This is an optimization exercise on Yosys and OpenROAD, whose aim is small area, a short achievable clock period and few clock cycles per item, not a production implementation.
Where RTL was checked, it was by simulation tests only, not by an equivalence proof against the original.
For runs 4 to 8, only the layout was checked, not whether the RTL still works.

==> flow/run.sh <==
#!/bin/bash
# synth_recipe.tcl (not shown) runs the flow's synth.tcl, then flattens the netlist and writes it again
# the make line also repeats each setting of config.mk as NAME=value (left out here)
make -C /OpenROAD-flow-scripts/flow DESIGN_CONFIG=/design/flow/config.mk WORK_HOME=/design/flow/orfs CLKGATE_MAP_FILE= SYNTH_SCRIPT=/design/flow/synth_recipe.tcl finish
==> flow/config.mk <==
export PLATFORM = sky130hd
export DESIGN_NAME = erf_crc0
export DESIGN_NICKNAME = erf_crc0
export VERILOG_FILES = /design/flow/design.v
export SDC_FILE = /design/flow/constraint.sdc
export NUM_CORES = 4
export LEC_CHECK = 0
export CAP_MARGIN = 20
export CORE_MARGIN = 2
export CORE_UTILIZATION = 40
export PLACE_DENSITY = 0.6
export SLEW_MARGIN = 20
export SYNTH_MEMORY_MAX_BITS = 8192
==> flow/constraint.sdc <==
create_clock -name core_clock -period 8.0 [get_ports {clk}]
set_input_delay 1.6000 -clock core_clock [delete_from_list [all_inputs] [get_ports {clk}]]
set_output_delay 1.6000 -clock core_clock [all_outputs]
set_load 0.01 [all_outputs]
==> flow/design.v <==
module erf_crc0 (
    input  wire        clk,
    input  wire        rst,
    input  wire        in_valid,
    output wire        in_ready,
    input  wire [1:0]  in_op,
    input  wire [15:0] in_data,
    output reg         out_valid,
    input  wire        out_ready,
    output reg  [15:0] out_crc
);
    localparam [1:0] OP_BUILD  = 2'd0;
    localparam [1:0] OP_SEED   = 2'd1;
    localparam [1:0] OP_BYTE   = 2'd2;
    localparam [1:0] OP_FINISH = 2'd3;
    function [15:0] crc_byte;
        input [15:0] poly;
        input [15:0] crc;
        input [7:0]  b;
        reg   [15:0] c;
        integer      n;
        begin
            c = crc ^ {b, 8'h00};
            for (n = 0; n < 8; n = n + 1)
                c = c[15] ? ({c[14:0], 1'b0} ^ poly) : {c[14:0], 1'b0};
            crc_byte = c;
        end
    endfunction
    reg [15:0] poly;
    reg [15:0] seed;
    reg [15:0] crc_run;
    reg        s_valid;
    reg [1:0]  s_op;
    reg [7:0]  s_byte;
    reg        pending;
    assign in_ready = !pending;
    wire accept   = in_valid && !pending;
    wire exec     = s_valid && !pending;
    wire out_free = !out_valid || out_ready;
    wire [15:0] crc_next = crc_byte(poly, crc_run, s_byte);
    always @(posedge clk) begin
        if (accept && in_op == OP_BUILD)
            poly <= in_data;
        if (accept) begin
            s_op   <= in_op;
            s_byte <= in_data[7:0];
        end
    end
    always @(posedge clk) begin
        if (rst) begin
            seed      <= 16'h0000;
            crc_run   <= 16'h0000;
            s_valid   <= 1'b0;
            pending   <= 1'b0;
            out_valid <= 1'b0;
        end else begin
            if (accept && in_op == OP_SEED)
                seed <= in_data;
            if (accept)
                s_valid <= 1'b1;
            else if (exec)
                s_valid <= 1'b0;
            if (out_valid && out_ready)
                out_valid <= 1'b0;
            if (pending) begin
                if (out_ready) begin
                    out_crc   <= crc_run;
                    out_valid <= 1'b1;
                    crc_run   <= seed;
                    pending   <= 1'b0;
                end
            end else if (exec) begin
                case (s_op)
                    OP_BYTE:   crc_run <= crc_next;
                    OP_FINISH: begin
                        if (out_free) begin
                            out_crc   <= crc_run;
                            out_valid <= 1'b1;
                            crc_run   <= seed;
                        end else begin
                            pending   <= 1'b1;
                        end
                    end
                    default:   crc_run <= seed;
                endcase
            end
        end
    end
endmodule
==> metrics.csv, run 1 <==
metric;value;unit
CP startpoint kind;flip-flop;
Critical path destination;crc_run[3];
Max Root-Sink Buffers;2;
GRT Util Overall;0.202;
first-pass GRT wire length;22700;um
Worst R2R Setup Slack;3.46;ns
Setup Buffers After CTS;0;
Die Wd;120;um
Post-CTS Resized;0;
Setup Total Neg Slack;0;ns
Layout Nets;647;
DRT Pass-1 Iters;5;
routed vias/inst;5.56;
final hold viol count;0;
die area;0.0143;mm2
die extent in y;120;um
DP Wirelength;10200;um
outcome;timing/DRC/antenna clean;
Clk pin slew, worst setup/hold paths;0.06;ns
initial antenna violation count;0;
synth unique cells;73;
DR WL/cell;17.7;um
Crit Path Category;flip-flop to flip-flop;
crit path time final;4.54;ns
Core Area;0.0131;mm2
Synth area leaders;edfxtp_1 24%, xnor2_1 14%, dfxtp_1 13%;
CP Capture Type;flip-flop;
synthesized area;0.00535;mm2
worst-margin pin slew;1.02;ns
CTS H-tree depth;3;
Final GP Congestion;0.914;
Final Max Slew Viols;0;
Metal-1 WL;6290;um
I/O Buffers;39;
Net Count, Synth;630;
CTS tree;built;
Inserted Diodes;0;
Remaining Overflow, GRT;0;
Post-synth EDFFs;42;
syn_area_per_cell;8.80;um2
pin count of the biggest net entering global routing;36;
worst r2r path cells;13;
row cnt;42;
Main synth FF type;edfxtp_1;
final wirelength;14300;um
reg2reg end;crc_run[3];
HP Class;flip-flop to flip-flop;
max-cap violation count;0;
top post-synthesis cells by count;122 x nand2_1, 88 x xnor2_1, 56 x a21oi_1;
synthesis-to-finish area growth;15.0;%
layout cells sized above 1;0.0873;
cts bufs inserted;9;
post-synth top area share;0.236;
DR vias;4485;
Reg-to-Reg Start;poly[14];
Starting DRT DRC Count;388;
Mapped Cells;608;
CTS Hold Bufs;0;
Critical path origin;poly[14];
Slew Limit Headroom;0.317;
Fmax;220;MHz
final-report setup violation count;0;
Skew-Pair Late Insertion Delay;0.34;ns
Yosys reg bits;77;
met2 routed WL;6540;um
Initial Utilization;0.407;
DR WL met3;1080;um
count leader, synth;nand2_1;
asr flop ratio synth;0;
I/O pins;40;
ANT nets after route;0;
Critical Path RT;8.29;ns
worst-path fanout max;16;
CP Data Arrival Time;4.82;ns
period utilisation layout;0.567;
number of remaining DRC errors;0;
number of global-route vias before repair;4185;
clock sinks;77;
Clock Skew;0.00609;ns
RSZ-0062 raised after global routing;false;
sequential fraction of the synthesis area;0.367;
cell taking the most area after synthesis;edfxtp_1;
Clock Tree Root;clkbuf_16;
uppermost layer routed;met4;
synth warn;1;
==> registers in the layout, summed over array words and instances, names as in the netlist <==
| signal | cells |
|---|---|
| s_byte | 8 |
| crc_run | 16 |
| out_valid | 1 |
| out_crc | 16 |
| poly | 16 |
| s_op | 2 |
| pending | 1 |
| seed | 16 |
| s_valid | 1 |
==> cell usage in the layout (no fill, tap or decap), types with 6 or more instances in the layout <==
| cell | netlist | final |
|---|---|---|
| a211oi_1 | 6 | 6 |
| clkdlybuf4s50_1 | 0 | 39 |
| inv_1 | 11 | 11 |
| nor2_1 | 29 | 29 |
| edfxtp_1 | 42 | 42 |
| nand3_1 | 11 | 11 |
| dfxtp_1 | 35 | 35 |
| nor2b_1 | 9 | 9 |
| mux2i_1 | 18 | 18 |
| xor2_1 | 7 | 7 |
| and3_1 | 6 | 6 |
| a21oi_1 | 56 | 56 |
| nor4_1 | 10 | 10 |
| buf_4 | 5 | 8 |
| nand2_1 | 122 | 122 |
| xnor2_1 | 88 | 88 |
| clkbuf_16 | 0 | 11 |
| o21ai_0 | 20 | 20 |
==> critical path: stages, from the launching register on <==
cell,delay [ns]
edfxtp_1,0.76
clkinv_1,0.48
nand2_1,0.15
o22ai_1,0.13
a22o_1,0.26
or3_4,0.36
and2_4,0.19
xnor3_1,0.38
a2bb2oi_1,0.18
a21oi_2,0.69
nor2_2,0.33
and3_1,0.28
mux2i_1,0.15
a32o_1,0.13
==> metal layers <==
| layer | GRT usage | vias to the layer above |
|---|---|---|
| li1 | - | 2144 |
| met1 | 0.285 | 2133 |
| met2 | 0.309 | 183 |
| met3 | 0.0375 | 25 |
| met4 | 0.0743 | 0 |
| met5 | 0 | - |
==> worst min path at each step <==
stage | depth (start not counted) | startpoint | end
2_1_floorplan | 2 | seed[5] | seed[5]
3_3_place_gp | 2 | seed[0] | seed[0]
3_5_place_dp | 2 | seed[7] | seed[7]
4_1_cts | 2 | seed[7] | seed[7]
5_1_grt | 2 | seed[15] | seed[15]
6_report | 2 | seed[7] | seed[7]
==> cell families (layout without fill, tap and decap cells) <==
logic type	count (synthesis)	count (layout)	share of synthesized area
AND/OR/NAND/NOR	218	218	0.186
buffers and inverters	54	76	0.0465
flip-flops	77	77	0.367
AO/OA/AOI/OAI	133	133	0.164
multiplexers	19	19	0.0362
XOR/XNOR	107	107	0.201
==> cell type report <==
type | count | area (um2)
fill | 1276 | 6980
multi-input combinational | 477 | 3150
sequential | 77 | 1960
timing repair buffer | 47 | 450
clock buffer | 12 | 289
tap | 176 | 220
inverter | 13 | 48.8
clock inverter | 4 | 32.5
==> per-stage QoR <==
step / worst slack (ns) / utilization / instance area, um2 / std cells / hold slack (ns)
2_1_floorplan: 4.61 / - / 5350 / 608 / 0.432
3_3_place_gp: 3.48 / 0.444 / 5830 / 790 / 0.447
3_5_place_dp: 3.55 / 0.444 / 5830 / 790 / 0.451
4_1_cts: 3.52 / 0.468 / 6150 / 806 / 0.459
5_1_grt: 3.13 / 0.468 / 6150 / 806 / 0.483
6_report: 3.46 / 0.468 / 6150 / 806 / 0.458
Testbench counts, summed over its fixed seeds: cycles 20,129, bytes 18,751.
==> run 2, diff against run 1 <==
--- a/flow/config.mk
+++ b/flow/config.mk
@@ -9,5 +9,6 @@
 export CORE_MARGIN = 2
 export CORE_UTILIZATION = 40
 export PLACE_DENSITY = 0.6
+export SETUP_SLACK_MARGIN = 5
 export SLEW_MARGIN = 20
 export SYNTH_MEMORY_MAX_BITS = 8192
==> metrics.csv, run 2 <==
metric;value;unit;change
asr flop ratio synth;0;;unchanged
final wirelength;15600;um;+9.6%
Main synth FF type;edfxtp_1;;
GRT Util Overall;0.221;;+0.0189
Yosys reg bits;77;;unchanged
Hold Crit Start;seed[7];;
HP Class;flip-flop to flip-flop;;
Fmax;271;MHz;+23%
layout cells sized above 1;0.182;;+0.0948
max-cap violation count;0;;unchanged
worst-path fanout max;21;;+5
design area;0.00670;mm2;+8.9%
Layout Nets;676;;+4.5%
routed vias/inst;5.63;;+1.2%
pin count of the biggest net entering global routing;36;;unchanged
Final GP Congestion;0.893;;-2.3%
placed cell count;790;;unchanged
synthesized area;0.00535;mm2;unchanged
cts bufs inserted;9;;unchanged
first-pass GRT wire length;24600;um;+8.2%
die extent in y;120;um;unchanged
final hold viol count;0;;unchanged
outcome;timing/DRC/antenna clean;;
CP startpoint kind;flip-flop;;
Starting DRT DRC Count;381;;-1.8%
CP Data Arrival Time;3.91;ns;-0.91 ns
I/O pins;40;;unchanged
count leader, synth;nand2_1;;
DR vias;4704;;+4.9%
Final Max Slew Viols;0;;unchanged
CTS tree;built;;
commonest non-fill, non-tap cells in the layout;119 x nand2_1, 78 x xnor2_1, 56 x a21oi_1;;
Placed Area;0.00584;mm2;+0.17%
Skew-Pair Late Insertion Delay;0.34;ns;about the same
Final Util;0.510;;+0.0415
Post-synth EDFFs;42;;unchanged
final-report setup violation count;0;;unchanged
Clock Tree Root;clkbuf_16;;
Setup Total Neg Slack;0;ns;unchanged
number of remaining DRC errors;0;;unchanged
DRT Pass-1 Iters;5;;unchanged
post-route insts no fill;835;;+3.6%
CP Capture Type;flip-flop;;
Remaining Overflow, GRT;0;;unchanged
RSZ-0062 raised after global routing;true;;
worst-margin pin slew;0.973;ns;-0.0438 ns
top post-synthesis cells by count;122 x nand2_1, 88 x xnor2_1, 56 x a21oi_1;;
Initial Utilization;0.407;;unchanged
die area;0.0143;mm2;unchanged
Critical Path RT;8.22;ns;-0.07 ns
Slew Limit Headroom;0.350;;+0.0327
CTS Hold Bufs;0;;unchanged
sequential fraction of the synthesis area;0.367;;unchanged
commonest non-fill, non-tap cell in the layout;nand2_1;;
syn_area_per_cell;8.80;um2;unchanged
Critical path origin;s_byte[7];;
Die Wd;120;um;unchanged
row cnt;42;;unchanged
DR WL/cell;18.7;um;+5.8%
cell taking the most area after synthesis;edfxtp_1;;
Net Count, Synth;630;;unchanged
clock sinks;77;;unchanged
post-synth top area share;0.236;;unchanged
synthesis-to-finish area growth;25.2;%;
number of global-route vias before repair;4477;;+7.0%
Inserted Diodes;0;;unchanged
DP Wirelength;10300;um;+0.96%
I/O Buffers;39;;unchanged
Core Area;0.0131;mm2;unchanged
Clk pin slew, worst setup/hold paths;0.07;ns;about the same
synth unique cells;73;;unchanged
initial antenna violation count;0;;unchanged
Mapped Cells;608;;unchanged
Reg-to-Reg Start;s_byte[7];;
Max Root-Sink Buffers;2;;unchanged
Clock Skew;0.0131;ns;+0.00698 ns
Crit Path Category;flip-flop to flip-flop;;
CTS H-tree depth;3;;unchanged
crit path time final;3.69;ns;-0.844 ns
Synth area leaders;edfxtp_1 24%, xnor2_1 14%, dfxtp_1 13%;;
period utilisation layout;0.461;;-0.105
ANT nets after route;0;;unchanged
synth warn;1;;unchanged
==> run 2: changes by cell type in the layout (fill, tap and decap cells not counted), moves of 3 or more <==
cell,delta
nand2_1,-3
buf_4,+22
o21ai_2,+3
xnor2_1,-10
nor2_4,+3
xnor2_2,+7
xnor2_4,+3
buf_12,+4
==> run 2: cell type report <==
type / instances / area (um2)
clock buffer: 10 / 229
clock inverter: 6 / 61.3
fill: 1240 / 6440
inverter: 13 / 52.6
multi-input combinational: 479 / 3460
sequential: 77 / 1970
tap: 176 / 220
timing repair buffer: 74 / 709
==> run 2: per-layer routing <==
metal  global-route usage  vias to the layer above  wire length (um)
met5                    0                        -                 0
met4               0.0779                        0               502
met3               0.0352                       43              1170
met2                0.360                      232              7310
met1                0.298                     2220              6650
li1                     -                     2209                 -
==> run 2: path summary, 6_finish.rpt <==
check,endpoint,slack [ns],depth (start not counted)
min,seed[7],0.45,2
min reg2reg,seed[7],0.45,2
max reg2reg,crc_run[5],4.31,16
max,crc_run[5],4.31,16
==> run 2: kinds of logic after synthesis <==
family	count (synthesis)	share of synthesized area
simple gates	218	0.186
compound gates	133	0.164
xor+xnor	107	0.201
flops	77	0.367
buf+inv	54	0.0465
mux	19	0.0362
==> run 2: worst max-delay path: stages (launching register included) <==
cell and delay (ns):
edfxtp_1 0.43, xor2_2 0.19, buf_12 0.17, xnor2_4 0.16, mux2i_2 0.20, o211a_1 0.26
or3_4 0.42, and2_4 0.19, o211ai_1 0.38, xnor2_4 0.18, buf_12 0.16, buf_4 0.12
o21ai_0 0.12, nand3_1 0.19, o311ai_2 0.14, xnor2_1 0.18, o21ai_1 0.07
==> run 2: what timing repair did <==
item / in CTS / in global routing
resized for setup: 53 / 6
pin swaps: 28 / 3
gates cloned: 2 / 0
hold endpoints to repair: 0 / 0
setup buffers: 25 / 2
endpoints found under the setup margin: 17 / 17
==> run 2: through the flow <==
step                setup slack (ns)  hold slack, ns
floorplan                       4.63           0.432
global placement                3.50           0.443
detailed placement              3.53           0.449
CTS                             4.37           0.456
global route                    4.11           0.471
finish                          4.31           0.453
==> run 3, diff against run 2 <==
--- a/flow/config.mk
+++ b/flow/config.mk
@@ -9,6 +9,6 @@
 export CORE_MARGIN = 2
 export CORE_UTILIZATION = 40
 export PLACE_DENSITY = 0.6
-export SETUP_SLACK_MARGIN = 5
+export SETUP_SLACK_MARGIN = 4
 export SLEW_MARGIN = 20
 export SYNTH_MEMORY_MAX_BITS = 8192
==> metrics.csv, run 3 <==
metric;value;unit;change
CP startpoint kind;flip-flop;;
post-route insts no fill;834;;-0.12%
CTS H-tree depth;3;;unchanged
Fmax;264;MHz;-2.6%
ANT nets after route;0;;unchanged
Inserted Diodes;0;;unchanged
cell taking the most area after synthesis;edfxtp_1;;
layout cells sized above 1;0.147;;-0.0347
DR vias;4620;;-1.8%
top post-synthesis cells by count;122 x nand2_1, 88 x xnor2_1, 56 x a21oi_1;;
Core Area;0.0131;mm2;unchanged
synth warn;1;;unchanged
Remaining Overflow, GRT;0;;unchanged
sequential cell area;0.00196;mm2;-0.19%
Compound-Gate Fraction of Synth Area;0.164;;unchanged
Skew-Pair Late Insertion Delay;0.34;ns;about the same
clock sinks;77;;unchanged
worst-margin pin slew;0.912;ns;-0.0613 ns
commonest non-fill, non-tap cell in the layout;nand2_1;;
initial antenna violation count;0;;unchanged
Layout Nets;675;;-0.15%
synth unique cells;73;;unchanged
final wirelength;14700;um;-5.8%
routed vias/inst;5.54;;-1.7%
worst-path fanout max;16;;-24%
Clk pin slew, worst setup/hold paths;0.06;ns;about the same
Net Count, Synth;630;;unchanged
combinational family with the most area after synthesis;XOR/XNOR gates;;
CP Capture Type;flip-flop;;
Yosys reg bits;77;;unchanged
asr flop ratio synth;0;;unchanged
Final GP Congestion;0.914;;+2.4%
I/O pins;40;;unchanged
number of global-route vias before repair;4267;;-4.7%
DRT Pass-1 Iters;5;;unchanged
Post-Synth Adder-Cell Area;0;;unchanged
Slew Limit Headroom;0.391;;+0.0410
synthesized area;0.00535;mm2;unchanged
cts bufs inserted;9;;unchanged
row cnt;42;;unchanged
period utilisation layout;0.474;;+0.0125
HP Class;flip-flop to flip-flop;;
number of remaining DRC errors;0;;unchanged
Initial Utilization;0.407;;unchanged
outcome;timing/DRC/antenna clean;;
crit path time final;3.79;ns;+0.100 ns
Synth area leaders;edfxtp_1 24%, xnor2_1 14%, dfxtp_1 13%;;
die area;0.0143;mm2;unchanged
GRT Util Overall;0.207;;-0.0142
Clock Tree Root;clkbuf_16;;
mux contribution to synthesized area;0.0362;;unchanged
final-report setup violation count;0;;unchanged
Post-Synth XOR/XNOR Area;0.201;;unchanged
syn_area_per_cell;8.80;um2;unchanged
DR WL/cell;17.6;um;-5.7%
design area;0.00657;mm2;-2.0%
Max Root-Sink Buffers;2;;unchanged
sequential fraction of the synthesis area;0.367;;unchanged
Crit Path Category;flip-flop to flip-flop;;
Post-Synth Simple-Gate Area;0.186;;unchanged
Final Util;0.500;;-0.0100
Starting DRT DRC Count;356;;-6.6%
Post-synth EDFFs;42;;unchanged
synthesis-to-finish area growth;22.7;%;
placed cell count;790;;unchanged
Placed Area;0.00583;mm2;-0.17%
Final Hold Slack;0.456;ns;+0.00321 ns
max-cap violation count;0;;unchanged
count leader, synth;nand2_1;;
Multi-input gate area;0.00331;mm2;-4.5%
CTS tree;built;;
Fillers;1232;;-0.65%
Die Wd;120;um;unchanged
DP Wirelength;10200;um;-0.96%
Setup Total Neg Slack;0;ns;unchanged
I/O Buffers;39;;unchanged
Critical Path RT;8.22;ns;about the same
post-synth top area share;0.236;;unchanged
RSZ-0062 raised after global routing;false;;
CP Data Arrival Time;4.01;ns;+0.10 ns
commonest non-fill, non-tap cells in the layout;122 x nand2_1, 85 x xnor2_1, 56 x a21oi_1;;
first-pass GRT wire length;23200;um;-5.5%
Main synth FF type;edfxtp_1;;
die extent in y;120;um;unchanged
Clock Skew;0.00594;ns;-0.00712 ns
pin count of the biggest net entering global routing;36;;unchanged
final hold viol count;0;;unchanged
Final Max Slew Viols;0;;unchanged
Mapped Cells;608;;unchanged
## run 3: cell counts after synthesis
Identical to the previous run, type by type.
## run 3: area by class of cell
class,instances,share of cell area
clock buffer,12,0.0440
sequential,77,0.299
inverter,13,0.00800
timing repair buffer,75,0.107
multi-input combinational,477,0.503
clock inverter,4,0.00495
tap,176,0.0335
## run 3: final timing paths
check	start	to	slack, ns	cells past startpoint
worst max-delay path	s_byte[7]	crc_run[11]	4.21	16
worst min-delay path	seed[7]	seed[7]	0.46	2
worst max register to register	s_byte[7]	crc_run[11]	4.21	16
worst min register to register	seed[7]	seed[7]	0.46	2
## run 3: worst max-delay path, stage by stage, from the launching register on
cell and delay, ns:
edfxtp_1 0.44, buf_4 0.18, xnor2_4 0.32, nor2_1 0.09, xnor2_1 0.18, or3_1 0.44, and2_2 0.33, a32oi_1 0.20
o211ai_1 0.21, xnor2_4 0.23, buf_12 0.16, buf_4 0.12, nand2_1 0.06, xnor2_1 0.23, xnor2_1 0.17, mux2i_1 0.23
a21oi_1 0.08
## run 3: cell families after synthesis
group / Yosys count
multiplexers: 19
AND/OR/NAND/NOR: 218
flip-flops: 77
buffers and inverters: 54
AO/OA/AOI/OAI: 133
XOR/XNOR: 107
## run 3: metal layers
metal / global-route usage / wire length [um] / up-vias
met4: 0.0765 / 325 / 0
met3: 0.0442 / 975 / 28
li1: - / - / 2197
met2: 0.320 / 6900 / 190
met5: 0 / 0 / -
met1: 0.285 / 6510 / 2205
## run 3: repair_timing
item / in CTS / in global routing
resized for setup: 10 / 16
cloned: 0 / 0
pin swaps: 4 / 7
buffers inserted: 11 / 17
setup endpoints to repair: 16 / 16
hold buffers: 0 / 0
## run 3: stage by stage
step | worst slack [ns]
detailed placement | 3.55
global placement | 3.48
global route | 3.96
floorplan | 4.61
finish | 4.21
CTS | 3.99
==> run 4, diff against run 3 <==
==> flow/design.v (replaced) <==
module erf_crc0 (
    input  wire        clk,
    input  wire        rst,
    input  wire        in_valid,
    output reg         in_ready,
    input  wire [1:0]  in_op,
    input  wire [15:0] in_data,
    output reg         out_valid,
    input  wire        out_ready,
    output reg  [15:0] out_crc
);
    localparam [1:0] OP_BUILD  = 2'd0;
    localparam [1:0] OP_SEED   = 2'd1;
    localparam [1:0] OP_BYTE   = 2'd2;
    localparam [1:0] OP_FINISH = 2'd3;
    function [7:1] quot_inv;
        input [15:9] p;
        reg   [7:0]  h;
        integer      d, k;
        begin
            h = 8'h01;
            for (d = 1; d < 8; d = d + 1) begin
                h[d] = 1'b0;
                for (k = 1; k <= d; k = k + 1)
                    h[d] = h[d] ^ (p[16-k] & h[d-k]);
            end
            quot_inv = h[7:1];
        end
    endfunction
    function [15:0] crc_byte;
        input [15:0] poly;
        input [7:1]  hq;
        input [15:0] crc;
        input [7:0]  b;
        reg   [7:0]  x;
        reg   [7:0]  h;
        reg   [7:0]  q;      
        reg   [15:0] r;
        integer      i, m;
        begin
            x = crc[15:8] ^ b;
            h = {hq, 1'b1};
            for (i = 0; i < 8; i = i + 1) begin
                q[7-i] = 1'b0;
                for (m = 0; m <= i; m = m + 1)
                    q[7-i] = q[7-i] ^ (h[i-m] & x[7-m]);
            end
            r = {crc[7:0], 8'h00};
            for (i = 0; i < 8; i = i + 1)
                r = r ^ ({16{q[7-i]}} & (poly << (7 - i)));
            crc_byte = r;
        end
    endfunction
    reg [15:0] poly;
    reg [7:1]  hq;
    reg [15:0] seed;
    reg [15:0] crc_run;
    reg        s_valid;
    reg [1:0]  s_op;
    reg [7:0]  s_byte;
    reg        pending;
    wire accept   = in_valid && in_ready;
    wire out_free = !out_valid || out_ready;
    wire fin      = s_valid && s_op == OP_FINISH;
    wire to_out   = pending ? out_ready : (fin && out_free);
    wire restart  = to_out || (s_valid && !s_op[1]);    
    wire [15:0] crc_next = crc_byte(poly, hq, crc_run, s_byte);
    reg pending_d, out_valid_d;
    always @(*) begin
        pending_d = pending ? !out_ready : (fin && !out_free);
        out_valid_d = to_out || (out_valid && !out_ready);
    end
    always @(posedge clk) begin
        if (accept && in_op == OP_BUILD)
            poly <= in_data;
        hq     <= quot_inv(poly[15:9]);
        s_op   <= in_op;
        s_byte <= in_data[7:0];
        if (to_out)
            out_crc <= crc_run;
    end
    always @(posedge clk) begin
        if (rst) begin
            seed      <= 16'h0000;
            crc_run   <= 16'h0000;
            s_valid   <= 1'b0;
            pending   <= 1'b0;
            out_valid <= 1'b0;
            in_ready  <= 1'b1;
        end else begin
            if (accept && in_op == OP_SEED)
                seed <= in_data;
            s_valid   <= accept;
            pending   <= pending_d;
            out_valid <= out_valid_d;
            in_ready  <= !pending_d &&
                         !(accept && in_op == OP_FINISH && out_valid_d);
            if (restart)
                crc_run <= seed;
            else if (s_valid && s_op == OP_BYTE)
                crc_run <= crc_next;
        end
    end
endmodule
--- a/flow/config.mk
+++ b/flow/config.mk
@@ -9,6 +9,6 @@
 export CORE_MARGIN = 2
 export CORE_UTILIZATION = 40
 export PLACE_DENSITY = 0.6
-export SETUP_SLACK_MARGIN = 4
+export SETUP_SLACK_MARGIN = 0
 export SLEW_MARGIN = 20
 export SYNTH_MEMORY_MAX_BITS = 8192
==> metrics.csv, run 4 <==
metric;value;unit;change
outcome;timing/DRC/antenna clean;;
Setup Buffers After CTS;0;;-11
final hold viol count;0;;unchanged
CTS tree;built;;
worst-margin pin slew;1.03;ns;+0.119 ns
cts bufs inserted;9;;unchanged
count leader, synth;nand2_1;;
max-cap violation count;0;;unchanged
reg2reg end;crc_run[8];;
design area;0.00589;mm2;-10%
GRT Util Overall;0.210;;+0.00294
cell taking the most area after synthesis;dfxtp_1;;
Initial Utilization;0.406;;-0.00159
synth unique cells;45;;-38%
crit path time final;3.67;ns;-0.127 ns
die area;0.0136;mm2;-4.9%
Critical Path Max Stage Delay;1.04;ns;+0.60 ns
initial antenna violation count;0;;unchanged
WHS Endpoint;seed[0];;
DRT Pass-1 Iters;5;;unchanged
Fillers;1216;;-1.3%
asr flop ratio synth;0;;unchanged
Net Count, Synth;600;;-4.8%
Die Wd;117;um;-2.5%
crit-path cells;clkdlybuf4s50_1, nor3_1, a22oi_1, o21ai_1;;
worst-path fanout max;28;;+12
Inserted Diodes;0;;unchanged
synthesis-to-finish area growth;16.0;%;
ANT nets after route;0;;unchanged
Skew-Pair Late Insertion Delay;0.34;ns;about the same
Mapped Cells;575;;-5.4%
Final Max Slew Viols;0;;unchanged
worst r2r path cells;9;;-7
clock sinks;85;;+10%
I/O pins;40;;unchanged
Post-Synth Adder-Cell Area;0.00739;;+0.00739
Reg-to-Reg Start;hq[1];;
combinational family with the most area after synthesis;XOR/XNOR gates;;
Placed Area;0.00556;mm2;-4.6%
first-pass GRT wire length;21400;um;-7.8%
HP Class;flip-flop to flip-flop;;
number of global-route vias before repair;3910;;-8.4%
sequential cell area;0.00202;mm2;+3.0%
Main synth FF type;dfxtp_1;;
synth warn;1;;unchanged
final wirelength;13400;um;-9.1%
final-report setup violation count;0;;unchanged
Synth area leaders;dfxtp_1 21%, edfxtp_1 19%, xnor2_1 13%;;
commonest non-fill, non-tap cells in the layout;135 x nand2_1, 76 x xnor2_1, 53 x dfxtp_1;;
Yosys reg bits;85;;+10%
pre-CTS setup slack;4.06;ns;+0.518 ns
Setup WS post-layout;4.33;ns;+0.127 ns
Post-CTS Resized;0;;-10
Crit Path Category;input port to flip-flop;;
mux contribution to synthesized area;0.00813;;-0.0281
Clock Tree Root;clkbuf_16;;
Worst R2R Setup Slack;4.39;ns;+0.18 ns
CP startpoint kind;input port;;
row cnt;41;;-2.4%
Core Area;0.0125;mm2;-4.7%
Clk pin slew, worst setup/hold paths;0.06;ns;about the same
CTS H-tree depth;3;;unchanged
Buf/Inv on CP;1;;-2
period utilisation layout;0.458;;-0.0159
Post-Synth XOR/XNOR Area;0.237;;+0.0366
critical path's slowest cell;nor3_1;;
Hold Crit Start;seed[0];;
Clock Skew;0.00710;ns;+0.00116 ns
post-synth top area share;0.209;;-0.0268
Post-synth EDFFs;32;;-24%
Critical Path RT;8.27;ns;+0.05 ns
Setup Total Neg Slack;0;ns;unchanged
Compound-Gate Fraction of Synth Area;0.144;;-0.0200
Fmax;273;MHz;+3.5%
Starting DRT DRC Count;306;;-14%
number of remaining DRC errors;0;;unchanged
Hold Path Stages;2;;unchanged
routed vias/inst;5.33;;-3.8%
delay-heaviest family, CP;simple AND/OR/NAND/NOR gates;;
Remaining Overflow, GRT;0;;unchanged
sequential fraction of the synthesis area;0.398;;+0.0315
Multi-input gate area;0.00287;mm2;-13%
CTS Hold Bufs;0;;unchanged
pin count of the biggest net entering global routing;29;;-19%
Post-Synth Simple-Gate Area;0.168;;-0.0186
die extent in y;117;um;-2.5%
Max Root-Sink Buffers;2;;unchanged
DR vias;4102;;-11%
commonest non-fill, non-tap cell in the layout;nand2_1;;
layout cells sized above 1;0.0435;;-0.104
DR WL/cell;17.4;um;-1.5%
top post-synthesis cells by count;135 x nand2_1, 76 x xnor2_1, 53 x dfxtp_1;;
RSZ-0062 raised after global routing;false;;
CP Data Arrival Time;3.94;ns;-0.07 ns
DP Wirelength;9390;um;-7.5%
synthesized area;0.00508;mm2;-5.1%
Slew Limit Headroom;0.307;;-0.0836
Layout Nets;618;;-8.4%
syn_area_per_cell;8.83;um2;+0.35%
I/O Buffers;39;;unchanged
Final GP Congestion;0.848;;-7.2%
CP Capture Type;flip-flop;;
run 4: changes by cell type in the layout (fill, tap and decap cells not counted), sizes merged, moves of 12 or more:
cell and delta:
buf -32, a21oi -21, dfxtp +18, xnor2 -17
mux2i -16, nand2 +13, a22oi +12, xnor3 +12
run 4: worst min-delay path, delay by kind of cell, from the launching register on:
family | cells | cell delay [ns]
AO/OA/AOI/OAI | 1 | 0.06
flip-flops | 1 | 0.31
AND/OR/NAND/NOR | 1 | 0.05
run 4: through the flow:
step                      hold slack [ns]  utilization  std cells
after floorplan                     0.432            -        575
after CTS                           0.461        0.471        770
after global routing                0.487        0.471        770
after global placement              0.451        0.444        754
final                               0.462        0.471        770
after detailed placement            0.450        0.444        754
run 4: layer usage:
| metal | up-vias | GRT usage | part of all wire |
|---|---|---|---|
| li1 | 1981 | - | - |
| met1 | 1977 | 0.293 | 0.45 |
| met2 | 124 | 0.340 | 0.48 |
| met3 | 20 | 0.0296 | 0.053 |
| met4 | 0 | 0.0612 | 0.017 |
| met5 | - | 0 | 0 |
run 4: how the worst max path moves through the flow:
stage                start     endpoint  slack (ns)  cells past startpoint
2_1_floorplan     in_valid      poly[0]        4.77                      2
4_1_cts                rst  crc_run[11]        4.33                      4
6_report               rst   crc_run[9]        4.33                      4
3_3_place_gp           rst  crc_run[14]        4.07                      4
5_1_grt        crc_run[14]   crc_run[8]        3.99                      9
3_5_place_dp           rst  crc_run[10]        4.06                      4
run 4: area by class of cell:
cell class              instances  share of cell area
inverters                       9             0.00573
well taps                     172              0.0365
clock inverters                 4             0.00870
multi-input cells             445               0.487
clock buffers                  12              0.0473
flip-flops and latches         85               0.343
repair buffers                 43              0.0713
run 4: cell families (layout without fill, tap and decap cells):
family / after synthesis / in the layout
simple gates: 208 / 208
compound gates: 118 / 118
xor+xnor: 112 / 112
flops: 85 / 85
buf+inv: 45 / 68
mux: 4 / 4
fa+ha+maj: 3 / 3
==> run 5, diff against run 4 <==
--- a/flow/config.mk
+++ b/flow/config.mk
@@ -9,6 +9,6 @@
 export CORE_MARGIN = 2
 export CORE_UTILIZATION = 40
 export PLACE_DENSITY = 0.6
-export SETUP_SLACK_MARGIN = 0
+export SETUP_SLACK_MARGIN = 5
 export SLEW_MARGIN = 20
 export SYNTH_MEMORY_MAX_BITS = 8192
==> metrics.csv, run 5 <==
metric;value;unit;change
Clk pin slew, worst setup/hold paths;0.07;ns;about the same
CP Data Arrival Time;3.17;ns;-0.77 ns
Final Max Slew Viols;0;;unchanged
Die Wd;117;um;unchanged
Clock Skew;0.00718;ns;+0.0000793 ns
final wirelength;13700;um;+2.5%
pre-CTS setup slack;4.15;ns;+0.0869 ns
Clock Tree Root;clkbuf_16;;
Critical Path RT;8.26;ns;about the same
cell taking the most area after synthesis;dfxtp_1;;
max-cap violation count;0;;unchanged
Final GP Congestion;0.865;;+2.0%
Yosys reg bits;85;;unchanged
die extent in y;117;um;unchanged
row cnt;41;;unchanged
Post-synth EDFFs;32;;unchanged
Core Area;0.0125;mm2;unchanged
DRT Pass-1 Iters;6;;+1
Remaining Overflow, GRT;0;;unchanged
Buf/Inv on CP;0;;-1
Final Hold Slack;0.459;ns;-0.00322 ns
met3 Resource Use GR;0.0368;;+0.00727
Critical Path Max Stage Delay;0.63;ns;-0.41 ns
Main synth FF type;dfxtp_1;;
GR Util met2;0.334;;-0.00539
CTS tree;built;;
Crit Path Category;flip-flop to flip-flop;;
CP Capture Type;flip-flop;;
outcome;timing/DRC/antenna clean;;
Net Count, Synth;600;;unchanged
worst-margin pin slew;0.904;ns;-0.127 ns
Slew Limit Headroom;0.397;;+0.0902
final-report setup violation count;0;;unchanged
Initial Utilization;0.406;;unchanged
worst-path fanout max;14;;-50%
die area;0.0136;mm2;unchanged
GRT Util Overall;0.211;;+0.000934
Layout Nets;624;;+0.97%
CP startpoint kind;flip-flop;;
count leader, synth;nand2_1;;
delay-heaviest family, CP;XOR/XNOR gates;;
Setup Total Neg Slack;0;ns;unchanged
HP Class;flip-flop to flip-flop;;
post-synth top area share;0.209;;unchanged
routed vias/inst;5.40;;+1.5%
number of global-route vias before repair;3929;;+0.49%
Inserted Diodes;0;;unchanged
synth unique cells;45;;unchanged
Setup WS post-layout;5.09;ns;+0.750 ns
Mapped Cells;575;;unchanged
gr busiest metal;met2;;
Max Root-Sink Buffers;2;;unchanged
placed cell count;754;;unchanged
commonest non-fill, non-tap cell in the layout;nand2_1;;
I/O pins;40;;unchanged
RSZ-0062 raised after global routing;true;;
initial antenna violation count;0;;unchanged
Synth area leaders;dfxtp_1 21%, edfxtp_1 19%, xnor2_1 13%;;
Final Util;0.482;;+0.0109
asr flop ratio synth;0;;unchanged
syn_area_per_cell;8.83;um2;unchanged
CTS H-tree depth;3;;unchanged
critical path's slowest cell;xnor3_2;;
Fmax;343;MHz;+26%
DR WL/cell;17.7;um;+1.7%
post-route insts no fill;776;;+0.78%
final hold viol count;0;;unchanged
DR vias;4194;;+2.2%
I/O Buffers;39;;unchanged
Starting DRT DRC Count;338;;+10%
pin count of the biggest net entering global routing;29;;unchanged
crit-path cells;xnor2_2, nor2_1, xnor2_1, xnor3_2, nand2_1, xnor3_1, xnor3_1, nand2_1, a21oi_1;;
top post-synthesis cells by count;135 x nand2_1, 76 x xnor2_1, 53 x dfxtp_1;;
synthesized area;0.00508;mm2;unchanged
clock sinks;85;;unchanged
synthesis-to-finish area growth;18.7;%;
commonest non-fill, non-tap cells in the layout;135 x nand2_1, 72 x xnor2_1, 51 x dfxtp_1;;
period utilisation layout;0.364;;-0.0938
DP Wirelength;9630;um;+2.6%
Placed Area;0.00557;mm2;+0.18%
CTS Hold Bufs;0;;unchanged
synth warn;1;;unchanged
number of remaining DRC errors;0;;unchanged
cts bufs inserted;9;;unchanged
Skew-Pair Late Insertion Delay;0.34;ns;about the same
met1 Use GR;0.296;;+0.00259
layout cells sized above 1;0.0861;;+0.0426
first-pass GRT wire length;21700;um;+1.2%
ANT nets after route;0;;unchanged
sequential fraction of the synthesis area;0.398;;unchanged
crit path time final;2.91;ns;-0.750 ns
design area;0.00603;mm2;+2.3%
[run 5: tightest hold or removal path, delay by kind of cell (launching register included)]
| family | cells | cell delay, ns |
|---|---|---|
| AND/OR/NAND/NOR | 1 | 0.05 |
| flip-flops | 1 | 0.31 |
| AO/OA/AOI/OAI | 1 | 0.05 |
[run 5: metal layers]
layer	up-vias	part of all wire
met5	-	0
met4	0	0.013
met3	16	0.060
met2	142	0.48
met1	2040	0.45
li1	1996	-
[run 5: final cells by class]
| class | count | area, um2 |
|---|---|---|
| Inverter | 9 | 37.5 |
| Timing Repair Buffer | 49 | 485 |
| Sequential cell | 85 | 2030 |
| Tap cell | 172 | 215 |
| Clock buffer | 11 | 233 |
| Clock inverter | 5 | 37.5 |
| Fill cell | 1207 | 6490 |
| Multi-Input combinational cell | 445 | 2990 |
[run 5: timing repair]
item | CTS | global route
resized for setup | 19 | 14
endpoints found under the setup margin | 32 | 17
setup buffers | 3 | 3
pin swaps | 3 | 2
cloned | 0 | 0
[run 5: path summary, 6_finish.rpt]
check	depth (start not counted)	slack, ns	endpoint	start
max	9	5.09	crc_run[8]	crc_run[14]
min	2	0.46	seed[4]	seed[4]
max reg2reg	9	5.09	crc_run[8]	crc_run[14]
min reg2reg	2	0.46	seed[4]	seed[4]
[run 5: cells by family (layout without fill, tap and decap cells)]
group                    after synthesis  after routing  synth area share
AND/OR/NAND/NOR                      208            208             0.168
AO/OA/AOI/OAI                        118            118             0.144
XOR/XNOR                             112            112             0.237
flip-flops                            85             85             0.398
buffers and inverters                 45             74            0.0377
multiplexers                           4              4           0.00813
adder cells (fa/ha/maj)                3              3           0.00739
==> run 6, diff against run 5 <==
--- a/flow/design.v
+++ b/flow/design.v
@@ -27,28 +27,25 @@
             quot_inv = h[7:1];
         end
     endfunction
-    function [15:0] crc_byte;
+    function [15:0] table_of;
         input [15:0] poly;
         input [7:1]  hq;
-        input [15:0] crc;
-        input [7:0]  b;
-        reg   [7:0]  x;
+        input [7:0]  x;
         reg   [7:0]  h;
         reg   [7:0]  q;      
         reg   [15:0] r;
         integer      i, m;
         begin
-            x = crc[15:8] ^ b;
             h = {hq, 1'b1};
             for (i = 0; i < 8; i = i + 1) begin
                 q[7-i] = 1'b0;
                 for (m = 0; m <= i; m = m + 1)
                     q[7-i] = q[7-i] ^ (h[i-m] & x[7-m]);
             end
-            r = {crc[7:0], 8'h00};
+            r = 16'h0000;
             for (i = 0; i < 8; i = i + 1)
                 r = r ^ ({16{q[7-i]}} & (poly << (7 - i)));
-            crc_byte = r;
+            table_of = r;
         end
     endfunction
     reg [15:0] poly;
@@ -57,25 +54,33 @@
     reg [15:0] crc_run;
     reg        s_valid;
     reg [1:0]  s_op;
-    reg [7:0]  s_byte;
+    reg [7:0]  s_x;
     reg        pending;
     wire accept   = in_valid && in_ready;
     wire out_free = !out_valid || out_ready;
     wire fin      = s_valid && s_op == OP_FINISH;
     wire to_out   = pending ? out_ready : (fin && out_free);
     wire restart  = to_out || (s_valid && !s_op[1]);    
-    wire [15:0] crc_next = crc_byte(poly, hq, crc_run, s_byte);
+    wire step     = s_valid && s_op == OP_BYTE;
+    wire [15:0] tx = table_of(poly, hq, s_x);
     reg pending_d, out_valid_d;
+    reg [7:0] x_d;
     always @(*) begin
         pending_d = pending ? !out_ready : (fin && !out_free);
         out_valid_d = to_out || (out_valid && !out_ready);
+        if (restart)
+            x_d = seed[15:8] ^ in_data[7:0];
+        else if (step)
+            x_d = (crc_run[7:0] ^ in_data[7:0]) ^ tx[15:8];
+        else
+            x_d = crc_run[15:8] ^ in_data[7:0];
     end
     always @(posedge clk) begin
         if (accept && in_op == OP_BUILD)
             poly <= in_data;
-        hq     <= quot_inv(poly[15:9]);
-        s_op   <= in_op;
-        s_byte <= in_data[7:0];
+        hq   <= quot_inv(poly[15:9]);
+        s_op <= in_op;
+        s_x  <= x_d;
         if (to_out)
             out_crc <= crc_run;
     end
@@ -97,8 +102,8 @@
                          !(accept && in_op == OP_FINISH && out_valid_d);
             if (restart)
                 crc_run <= seed;
-            else if (s_valid && s_op == OP_BYTE)
-                crc_run <= crc_next;
+            else if (step)
+                crc_run <= {crc_run[7:0] ^ tx[15:8], tx[7:0]};
         end
     end
 endmodule
==> metrics.csv, run 6 <==
metric;value;unit;change
worst r2r path cells;9;;unchanged
Setup Total Neg Slack;0;ns;unchanged
number of global-route vias before repair;3581;;-8.9%
Starting DRT DRC Count;299;;-12%
pin count of the biggest net entering global routing;37;;+28%
CP startpoint kind;flip-flop;;
synth warn;1;;unchanged
die area;0.0127;mm2;-6.5%
cts bufs inserted;9;;unchanged
Critical Path RT;6.40;ns;-1.86 ns
initial antenna violation count;0;;unchanged
layout cells sized above 1;0.109;;+0.0233
final hold viol count;0;;unchanged
syn_area_per_cell;9.07;um2;+2.7%
design area;0.00582;mm2;-3.4%
Post-Synth Adder-Cell Area;0.00793;;+0.000537
Worst R2R Setup Slack;5.18;ns;+0.09 ns
Final Hold Slack;0.452;ns;-0.00701 ns
post-synth top area share;0.224;;+0.0152
first-pass GRT wire length;19100;um;-12%
Critical Path Max Stage Delay;0.56;ns;-0.07 ns
delay-heaviest family, CP;buffers and inverters;;
Fmax;348;MHz;+1.5%
die extent in y;113;um;-3.3%
worst-path fanout max;4;;-10
Core Area;0.0115;mm2;-8.4%
combinational family with the most area after synthesis;XOR/XNOR gates;;
Post-Synth XOR/XNOR Area;0.264;;+0.0270
Post-Synth Simple-Gate Area;0.165;;-0.00314
Post-synth EDFFs;32;;unchanged
Critical path origin;out_valid;;
outcome;timing/DRC/antenna clean;;
max-cap violation count;0;;unchanged
Crit Path Category;flip-flop to primary output;;
Clk pin slew, worst setup/hold paths;0.06;ns;about the same
CTS tree;built;;
CP Capture Type;primary output;;
Layout Nets;587;;-5.9%
Main synth FF type;dfxtp_1;;
Slew Limit Headroom;0.390;;-0.00765
Yosys reg bits;85;;unchanged
row cnt;39;;-4.9%
worst-margin pin slew;0.916;ns;+0.0115 ns
HP Class;flip-flop to flip-flop;;
cell taking the most area after synthesis;dfxtp_1;;
Skew-Pair Late Insertion Delay;0.33;ns;about the same
DR vias;3753;;-11%
critical path's slowest cell;clkdlybuf4s50_1;;
CP Data Arrival Time;1.27;ns;-1.90 ns
Clock Skew;0.00280;ns;-0.00438 ns
Mapped Cells;522;;-9.2%
final wirelength;12100;um;-12%
Setup WS post-layout;5.13;ns;+0.0425 ns
Critical path destination;out_valid;;
final-report setup violation count;0;;unchanged
I/O Buffers;39;;unchanged
synthesized area;0.00474;mm2;-6.8%
Die Wd;113;um;-3.3%
Remaining Overflow, GRT;0;;unchanged
Placed Area;0.00518;mm2;-7.0%
crit-path cells;clkdlybuf4s50_1;;
commonest non-fill, non-tap cells in the layout;164 x nand2_1, 78 x xnor2_1, 46 x dfxtp_1;;
number of remaining DRC errors;0;;unchanged
asr flop ratio synth;0;;unchanged
synth unique cells;38;;-16%
CTS H-tree depth;3;;unchanged
Clock Tree Root;clkbuf_16;;
Final GP Congestion;0.862;;-0.40%
clock sinks;85;;unchanged
GRT Util Overall;0.193;;-0.0179
mux contribution to synthesized area;0.00449;;-0.00364
routed vias/inst;5.29;;-2.2%
Buf/Inv on CP;1;;+1
Reg-to-Reg Start;hq[1];;
CTS Hold Bufs;0;;unchanged
Inserted Diodes;0;;unchanged
Compound-Gate Fraction of Synth Area;0.0964;;-0.0474
synthesis-to-finish area growth;22.9;%;
commonest non-fill, non-tap cell in the layout;nand2_1;;
Net Count, Synth;547;;-8.8%
pre-CTS setup slack;3.98;ns;-0.168 ns
count leader, synth;nand2_1;;
top post-synthesis cells by count;164 x nand2_1, 83 x xnor2_1, 53 x dfxtp_1;;
Synth area leaders;dfxtp_1 22%, edfxtp_1 20%, xnor2_1 15%;;
I/O pins;40;;unchanged
DR WL/cell;17.0;um;-3.7%
Initial Utilization;0.413;;+0.00715
Final Max Slew Viols;0;;unchanged
DRT Pass-1 Iters;7;;+1
Max Root-Sink Buffers;2;;unchanged
ANT nets after route;0;;unchanged
period utilisation layout;0.359;;-0.00531
Levels on crit path;1;;-8
RSZ-0062 raised after global routing;false;;
sequential fraction of the synthesis area;0.427;;+0.0289
reg2reg end;s_x[7];;
crit path time final;2.87;ns;-0.0425 ns
DP Wirelength;8210;um;-15%
run 6: logic make-up (layout without fill, tap and decap cells):
| kind of cell | Yosys count | after routing |
|---|---|---|
| AND/OR/NAND/NOR | 200 | 200 |
| adder cells (fa/ha/maj) | 3 | 3 |
| buffers and inverters | 38 | 82 |
| XOR/XNOR | 122 | 123 |
| multiplexers | 2 | 2 |
| flip-flops | 85 | 85 |
| AO/OA/AOI/OAI | 72 | 72 |
run 6: timing repair:
item / CTS / global route
pin swaps: 6 / 5
resized for setup: 14 / 14
buffers inserted: 8 / 13
setup endpoints to repair: 40 / 44
gates cloned: 0 / 1
run 6: area by class of cell:
class	count	area, um2
inverter	4	15.0
fill	1052	5650
tap	143	179
clock inverter	6	77.6
timing repair buffer	62	596
sequential	85	2040
clock buffer	10	229
multi-input combinational	400	2690
run 6: how the worst min path moves through the flow:
| stage | to | from | cells after the start | slack [ns] |
|---|---|---|---|---|
| final | out_crc[8] | crc_run[8] | 0 | 0.45 |
| after global routing | out_crc[15] | crc_run[15] | 0 | 0.46 |
| after CTS | out_crc[8] | crc_run[8] | 0 | 0.45 |
| after detailed placement | out_crc[8] | crc_run[8] | 0 | 0.42 |
| after global placement | seed[6] | seed[6] | 2 | 0.44 |
| after floorplan | out_crc[10] | crc_run[10] | 0 | 0.41 |
run 6: per-layer routing:
metal,track usage,share of wire
met3,0.0262,0.051
met1,0.261,0.45
met2,0.321,0.49
met4,0.0610,0.0087
met5,0,0
run 6: metrics by stage:
step                utilization  std cells
floorplan                     -        522
global placement          0.452        672
detailed placement        0.452        672
CTS                       0.490        696
global route              0.508        710
finish                    0.508        710
==> run 7, diff against run 6 <==
--- a/flow/config.mk
+++ b/flow/config.mk
@@ -8,6 +8,8 @@
 export CAP_MARGIN = 20
 export CORE_MARGIN = 2
 export CORE_UTILIZATION = 40
+export CTS_BUF_LIST = sky130_fd_sc_hd__clkbuf_4 sky130_fd_sc_hd__clkbuf_8
+export CTS_CLUSTER_SIZE = 30
 export PLACE_DENSITY = 0.6
 export SETUP_SLACK_MARGIN = 5
 export SLEW_MARGIN = 20
==> metrics.csv, run 7 <==
metric;value;unit;change
outcome;timing/DRC/antenna clean;;
count leader, synth;nand2_1;;
synth warn;1;;unchanged
Fmax;346;MHz;-0.63%
final wirelength;12100;um;+0.50%
number of global-route vias before repair;3596;;+0.42%
worst-path fanout max;4;;unchanged
Fillers;1075;;+2.2%
critical path's slowest cell;clkdlybuf4s50_1;;
die area;0.0127;mm2;unchanged
Setup Total Neg Slack;0;ns;unchanged
Main synth FF type;dfxtp_1;;
cell taking the most area after synthesis;dfxtp_1;;
Initial Utilization;0.413;;unchanged
routed vias/inst;5.28;;-0.16%
Clock Tree Root;clkbuf_8;;
Clk pin slew, worst setup/hold paths;0.08;ns;+0.02 ns
Skew-Pair Late Insertion Delay;0.35;ns;+0.02 ns
Slew Limit Headroom;0.396;;+0.00616
sequential fraction of the synthesis area;0.427;;unchanged
number of remaining DRC errors;0;;unchanged
initial antenna violation count;0;;unchanged
Worst R2R Setup Slack;5.19;ns;about the same
Clock Skew;0.00643;ns;+0.00363 ns
Hold Crit Start;crc_run[8];;
Compound-Gate Fraction of Synth Area;0.0964;;unchanged
Critical Path RT;6.40;ns;about the same
Layout Nets;590;;+0.51%
Multi-input gate area;0.00269;mm2;unchanged
Mapped Cells;522;;unchanged
reg2reg end;s_x[7];;
final-report setup violation count;0;;unchanged
Yosys reg bits;85;;unchanged
synth unique cells;38;;unchanged
commonest non-fill, non-tap cells in the layout;164 x nand2_1, 78 x xnor2_1, 45 x dfxtp_1;;
Critical Path Max Stage Delay;0.56;ns;about the same
worst r2r path cells;9;;unchanged
RSZ-0062 raised after global routing;false;;
CTS Hold Bufs;0;;unchanged
delay-heaviest family, CP;buffers and inverters;;
pin count of the biggest net entering global routing;37;;unchanged
row cnt;39;;unchanged
crit-path cells;clkdlybuf4s50_1;;
Post-Synth Simple-Gate Area;0.165;;unchanged
syn_area_per_cell;9.07;um2;unchanged
DR WL/cell;17.0;um;about the same
Max Root-Sink Buffers;2;;unchanged
GRT Util Overall;0.192;;-0.000867
Hold Path Stages;0;;unchanged
WHS Endpoint;out_crc[8];;
crit path time final;2.89;ns;+0.0181 ns
Starting DRT DRC Count;286;;-4.3%
CP startpoint kind;flip-flop;;
DRT Pass-1 Iters;6;;-1
Post-Synth XOR/XNOR Area;0.264;;unchanged
I/O Buffers;39;;unchanged
CP Data Arrival Time;1.29;ns;+0.02 ns
combinational family with the most area after synthesis;XOR/XNOR gates;;
top post-synthesis cells by count;164 x nand2_1, 83 x xnor2_1, 53 x dfxtp_1;;
clock sinks;85;;unchanged
CTS tree;built;;
Post-synth EDFFs;32;;unchanged
cts bufs inserted;9;;unchanged
Net Count, Synth;547;;unchanged
period utilisation layout;0.361;;+0.00226
commonest non-fill, non-tap cell in the layout;nand2_1;;
synthesis-to-finish area growth;21.4;%;
Synth area leaders;dfxtp_1 22%, edfxtp_1 20%, xnor2_1 15%;;
Crit Path Category;flip-flop to primary output;;
DR vias;3763;;+0.27%
layout cells sized above 1;0.118;;+0.00820
first-pass GRT wire length;19100;um;+0.44%
Reg-to-Reg Start;hq[5];;
post-synth top area share;0.224;;unchanged
Inserted Diodes;0;;unchanged
worst-margin pin slew;0.906;ns;-0.00924 ns
synthesized area;0.00474;mm2;unchanged
I/O pins;40;;unchanged
max-cap violation count;0;;unchanged
mux contribution to synthesized area;0.00449;;unchanged
CP Capture Type;primary output;;
final hold viol count;0;;unchanged
Buf/Inv on CP;1;;unchanged
HP Class;flip-flop to flip-flop;;
Remaining Overflow, GRT;0;;unchanged
asr flop ratio synth;0;;unchanged
Core Area;0.0115;mm2;unchanged
die extent in y;113;um;unchanged
sequential cell area;0.00204;mm2;about the same
Final Max Slew Viols;0;;unchanged
CTS H-tree depth;3;;unchanged
ANT nets after route;0;;unchanged
DP Wirelength;8210;um;unchanged
Final Hold Slack;0.455;ns;+0.00357 ns
Die Wd;113;um;unchanged
Final GP Congestion;0.862;;unchanged
Post-Synth Adder-Cell Area;0.00793;;unchanged
run 7: worst max path at each step:
stage	startpoint	end	slack, ns	cells past startpoint
2_1_floorplan	out_ready	s_x[5]	5.03	7
3_3_place_gp	out_ready	s_x[6]	4.00	8
3_5_place_dp	out_ready	s_x[5]	3.98	8
4_1_cts	out_ready	s_x[2]	5.04	9
5_1_grt	hq[5]	s_x[7]	4.99	9
6_report	out_valid	out_valid	5.11	1
run 7: through the flow:
| step | utilization | cell area, um2 | cells | setup slack, ns |
|---|---|---|---|---|
| floorplan | - | 4740 | 522 | 5.03 |
| global placement | 0.452 | 5180 | 672 | 4.00 |
| detailed placement | 0.452 | 5180 | 672 | 3.98 |
| CTS | 0.482 | 5530 | 696 | 5.04 |
| global route | 0.501 | 5750 | 713 | 4.99 |
| finish | 0.501 | 5750 | 713 | 5.11 |
run 7: final cells by class:
type                            instances  share of cell area
Clock buffer                           10              0.0229
Timing Repair Buffer                   65               0.108
Multi-Input combinational cell        400               0.468
Inverter                                4             0.00261
Sequential cell                        85               0.355
Tap cell                              143              0.0311
Clock inverter                          6              0.0135
run 7: what timing repair did:
action / CTS / global route
pin swaps: 6 / 6
resized for setup: 14 / 15
cloned: 0 / 1
setup endpoints to repair: 40 / 40
buffers inserted: 8 / 16
run 7: cells by family after synthesis:
logic type / after synthesis
AO/OA/AOI/OAI: 72
XOR/XNOR: 122
adder cells (fa/ha/maj): 3
buffers and inverters: 38
flip-flops: 85
multiplexers: 2
AND/OR/NAND/NOR: 200
run 7: metal layers:
layer | vias to the layer above | wire length, um | track usage
met1 | 1831 | 5480 | 0.265
met3 | 15 | 652 | 0.0284
li1 | 1803 | - | -
met2 | 114 | 5830 | 0.315
met4 | 0 | 187 | 0.0553
met5 | - | 0 | 0
==> run 8, diff against run 7 <==
--- a/flow/config.mk
+++ b/flow/config.mk
@@ -11,6 +11,6 @@
 export CTS_BUF_LIST = sky130_fd_sc_hd__clkbuf_4 sky130_fd_sc_hd__clkbuf_8
 export CTS_CLUSTER_SIZE = 30
 export PLACE_DENSITY = 0.6
-export SETUP_SLACK_MARGIN = 5
+export SETUP_SLACK_MARGIN = 4.5
 export SLEW_MARGIN = 20
 export SYNTH_MEMORY_MAX_BITS = 8192
==> metrics.csv, run 8 <==
metric;value;unit;change
top post-synthesis cells by count;164 x nand2_1, 83 x xnor2_1, 53 x dfxtp_1;;
HP Class;flip-flop to flip-flop;;
clock sinks;85;;unchanged
ANT nets after route;0;;unchanged
synth unique cells;38;;unchanged
Post-synth EDFFs;32;;unchanged
DP Wirelength;8120;um;-1.1%
Synth area leaders;dfxtp_1 22%, edfxtp_1 20%, xnor2_1 15%;;
CP Capture Type;flip-flop;;
synth warn;1;;unchanged
Mapped Cells;522;;unchanged
post-route insts no fill;688;;-3.5%
I/O Buffers;39;;unchanged
Setup Total Neg Slack;0;ns;unchanged
synthesis-to-finish area growth;13.6;%;
Multi-input gate area;0.00259;mm2;-3.5%
Crit Path Category;input port to flip-flop;;
I/O pins;40;;unchanged
CP startpoint kind;input port;;
RSZ-0062 raised after global routing;false;;
synthesized area;0.00474;mm2;unchanged
Critical Path Max Stage Delay;0.51;ns;-0.05 ns
outcome;timing/DRC/antenna clean;;
die area;0.0127;mm2;unchanged
critical path's slowest cell;clkdlybuf4s50_1;;
sequential cell area;0.00202;mm2;-0.74%
Inserted Diodes;0;;unchanged
Die Wd;113;um;unchanged
number of global-route vias before repair;3370;;-6.3%
CTS tree;built;;
Starting DRT DRC Count;221;;-23%
crit-path cells;clkdlybuf4s50_1, o21bai_1, nand2_1, nand2_1, a22o_2, nor2_4, a222oi_1, xnor2_1;;
DR vias;3612;;-4.0%
Skew-Pair Late Insertion Delay;0.36;ns;about the same
Slew Limit Headroom;0.262;;-0.134
syn_area_per_cell;9.07;um2;unchanged
crit path time final;3.34;ns;+0.448 ns
routed vias/inst;5.25;;-0.52%
die extent in y;113;um;unchanged
GRT Util Overall;0.184;;-0.00801
commonest non-fill, non-tap cells in the layout;164 x nand2_1, 81 x xnor2_1, 51 x dfxtp_1;;
Critical Path RT;8.23;ns;+1.83 ns
DRT Pass-1 Iters;6;;unchanged
DR WL/cell;16.5;um;-3.3%
Fillers;1079;;+0.37%
layout cells sized above 1;0.0587;;-0.0588
Fmax;300;MHz;-13%
commonest non-fill, non-tap cell in the layout;nand2_1;;
count leader, synth;nand2_1;;
cell taking the most area after synthesis;dfxtp_1;;
Initial Utilization;0.413;;unchanged
initial antenna violation count;0;;unchanged
Clock Skew;0.00575;ns;-0.000683 ns
Main synth FF type;dfxtp_1;;
Clock Tree Root;clkbuf_8;;
Max Root-Sink Buffers;2;;unchanged
cts bufs inserted;9;;unchanged
final hold viol count;0;;unchanged
period utilisation layout;0.417;;+0.0559
worst-path fanout max;17;;+13
sequential fraction of the synthesis area;0.427;;unchanged
Net Count, Synth;547;;unchanged
number of remaining DRC errors;0;;unchanged
Setup WS post-layout;4.66;ns;-0.448 ns
worst-margin pin slew;1.11;ns;+0.199 ns
max-cap violation count;0;;unchanged
pin count of the biggest net entering global routing;37;;unchanged
first-pass GRT wire length;18200;um;-4.9%
post-synth top area share;0.224;;unchanged
final-report setup violation count;0;;unchanged
CP Data Arrival Time;3.57;ns;+2.28 ns
row cnt;39;;unchanged
Layout Nets;565;;-4.2%
Core Area;0.0115;mm2;unchanged
pre-CTS setup slack;3.60;ns;-0.379 ns
cell mode on critical path;nand2_1;;
CTS H-tree depth;3;;unchanged
Clk pin slew, worst setup/hold paths;0.07;ns;about the same
Yosys reg bits;85;;unchanged
CTS Hold Bufs;0;;unchanged
Remaining Overflow, GRT;0;;unchanged
Final Util;0.469;;-0.0323
Final Max Slew Viols;0;;unchanged
final wirelength;11300;um;-6.7%
asr flop ratio synth;0;;unchanged
Final GP Congestion;0.862;;about the same
placed cell count;672;;unchanged
==> run 8: changes by cell type in the layout (fill, tap and decap cells not counted), sizes merged <==
cell           before  now
buf                26    2
clkbuf             11   10
xnor3              12   11
clkdlybuf4s50      38   39
bufinv              2    0
clkinv              4    5
clkinvlp            0    1
==> run 8: layout make-up <==
cell class,instances,area share
multi-input combinational,399,0.482
sequential,85,0.376
timing repair buffer,41,0.0754
tap,143,0.0333
clock buffer,10,0.0244
clock inverter,6,0.00558
inverter,4,0.00279
==> run 8: logic make-up (layout without fill, tap and decap cells) <==
group,Yosys count,in the layout,synth area share
buffers and inverters,38,61,0.0354
xor gates and xnor gates,122,122,0.264
DFF,85,85,0.427
and+or+nand+nor,200,200,0.165
adders and majority gates,3,3,0.00793
AOI/OAI and AO/OA,72,72,0.0964
muxes,2,2,0.00449
==> run 8: metrics by stage <==
| step | hold WS [ns] | area (um2) |
|---|---|---|
| floorplan | 0.409 | 4740 |
| global placement | 0.442 | 5180 |
| detailed placement | 0.427 | 5180 |
| CTS | 0.450 | 5360 |
| global route | 0.460 | 5380 |
| finish | 0.449 | 5380 |
==> run 8: final timing paths <==
| kind | from | slack (ns) | end | cells after the start |
|---|---|---|---|---|
| max | out_ready | 4.66 | s_x[3] | 8 |
| min | crc_run[11] | 0.45 | out_crc[11] | 0 |
| min reg2reg | crc_run[11] | 0.45 | out_crc[11] | 0 |
| max reg2reg | hq[1] | 4.80 | s_x[0] | 9 |
==> run 8: repair_timing <==
item / in CTS / in global routing
hold endpoints to repair: 0 / 0
buffers inserted: 0 / 0
setup endpoints to repair: 24 / 16
gates resized for setup: 5 / 4
gates cloned: 0 / 0
==> run 8: metal layers <==
layer,track usage,vias up,share of wire
met1,0.252,1749,0.46
li1,-,1757,-
met4,0.0423,0,0.0095
met2,0.306,95,0.48
met3,0.0316,11,0.047
met5,0,-,0
==> run 8: worst max-delay path: cells and delay by family <==
family | cells | cell delay [ns]
AND/OR/NAND/NOR | 3 | 0.51
XOR/XNOR | 1 | 0.20
AO/OA/AOI/OAI | 3 | 0.75
buffers and inverters | 1 | 0.51

## re-timing with driven ports
The flow's constraints put no driver on any port. The routed layouts listed below were extracted and timed again, unchanged, in two steps.
Step 1: set_driving_cell puts a clkbuf_16 on clk and a buf_2 on each other input, an assumption about the parent block.
Step 2 moves the port delays by t, midway between the first and last clock arrival at a register: inputs arrive t later, outputs are due t later. That takes back most of the time a late clock gives input paths.
a / b / c = ideal / step 1 / step 2; a / b = the first two.
| run | t, ns | setup WS [ns] | hold WS [ns] |
|---|---|---|---|
| run 1 | 0.378 | 3.464 / 3.464 / 3.464 | 0.458 / 0.458 / 0.458 |
| run 2 | 0.375 | 4.308 / 4.308 / 4.308 | 0.453 / 0.453 / 0.453 |
| run 3 | 0.375 | 4.208 / 4.208 / 4.208 | 0.456 / 0.456 / 0.456 |
| run 4 | 0.375 | 4.335 / 4.349 / 3.974 | 0.462 / 0.462 / 0.462 |
| run 5 | 0.370 | 5.085 / 5.085 / 4.755 | 0.459 / 0.459 / 0.459 |
| run 6 | 0.368 | 5.128 / 5.093 / 4.823 | 0.452 / 0.452 / 0.452 |
| run 7 | 0.377 | 5.109 / 5.077 / 4.807 | 0.455 / 0.455 / 0.455 |
| run 8 | 0.385 | 4.662 / 4.672 / 4.287 | 0.449 / 0.449 / 0.449 |
After both steps setup and hold are still met in every run listed. The setup slack of run 8, which loses most, moves by +0.010 ns with the drivers and by -0.375 ns with both steps.
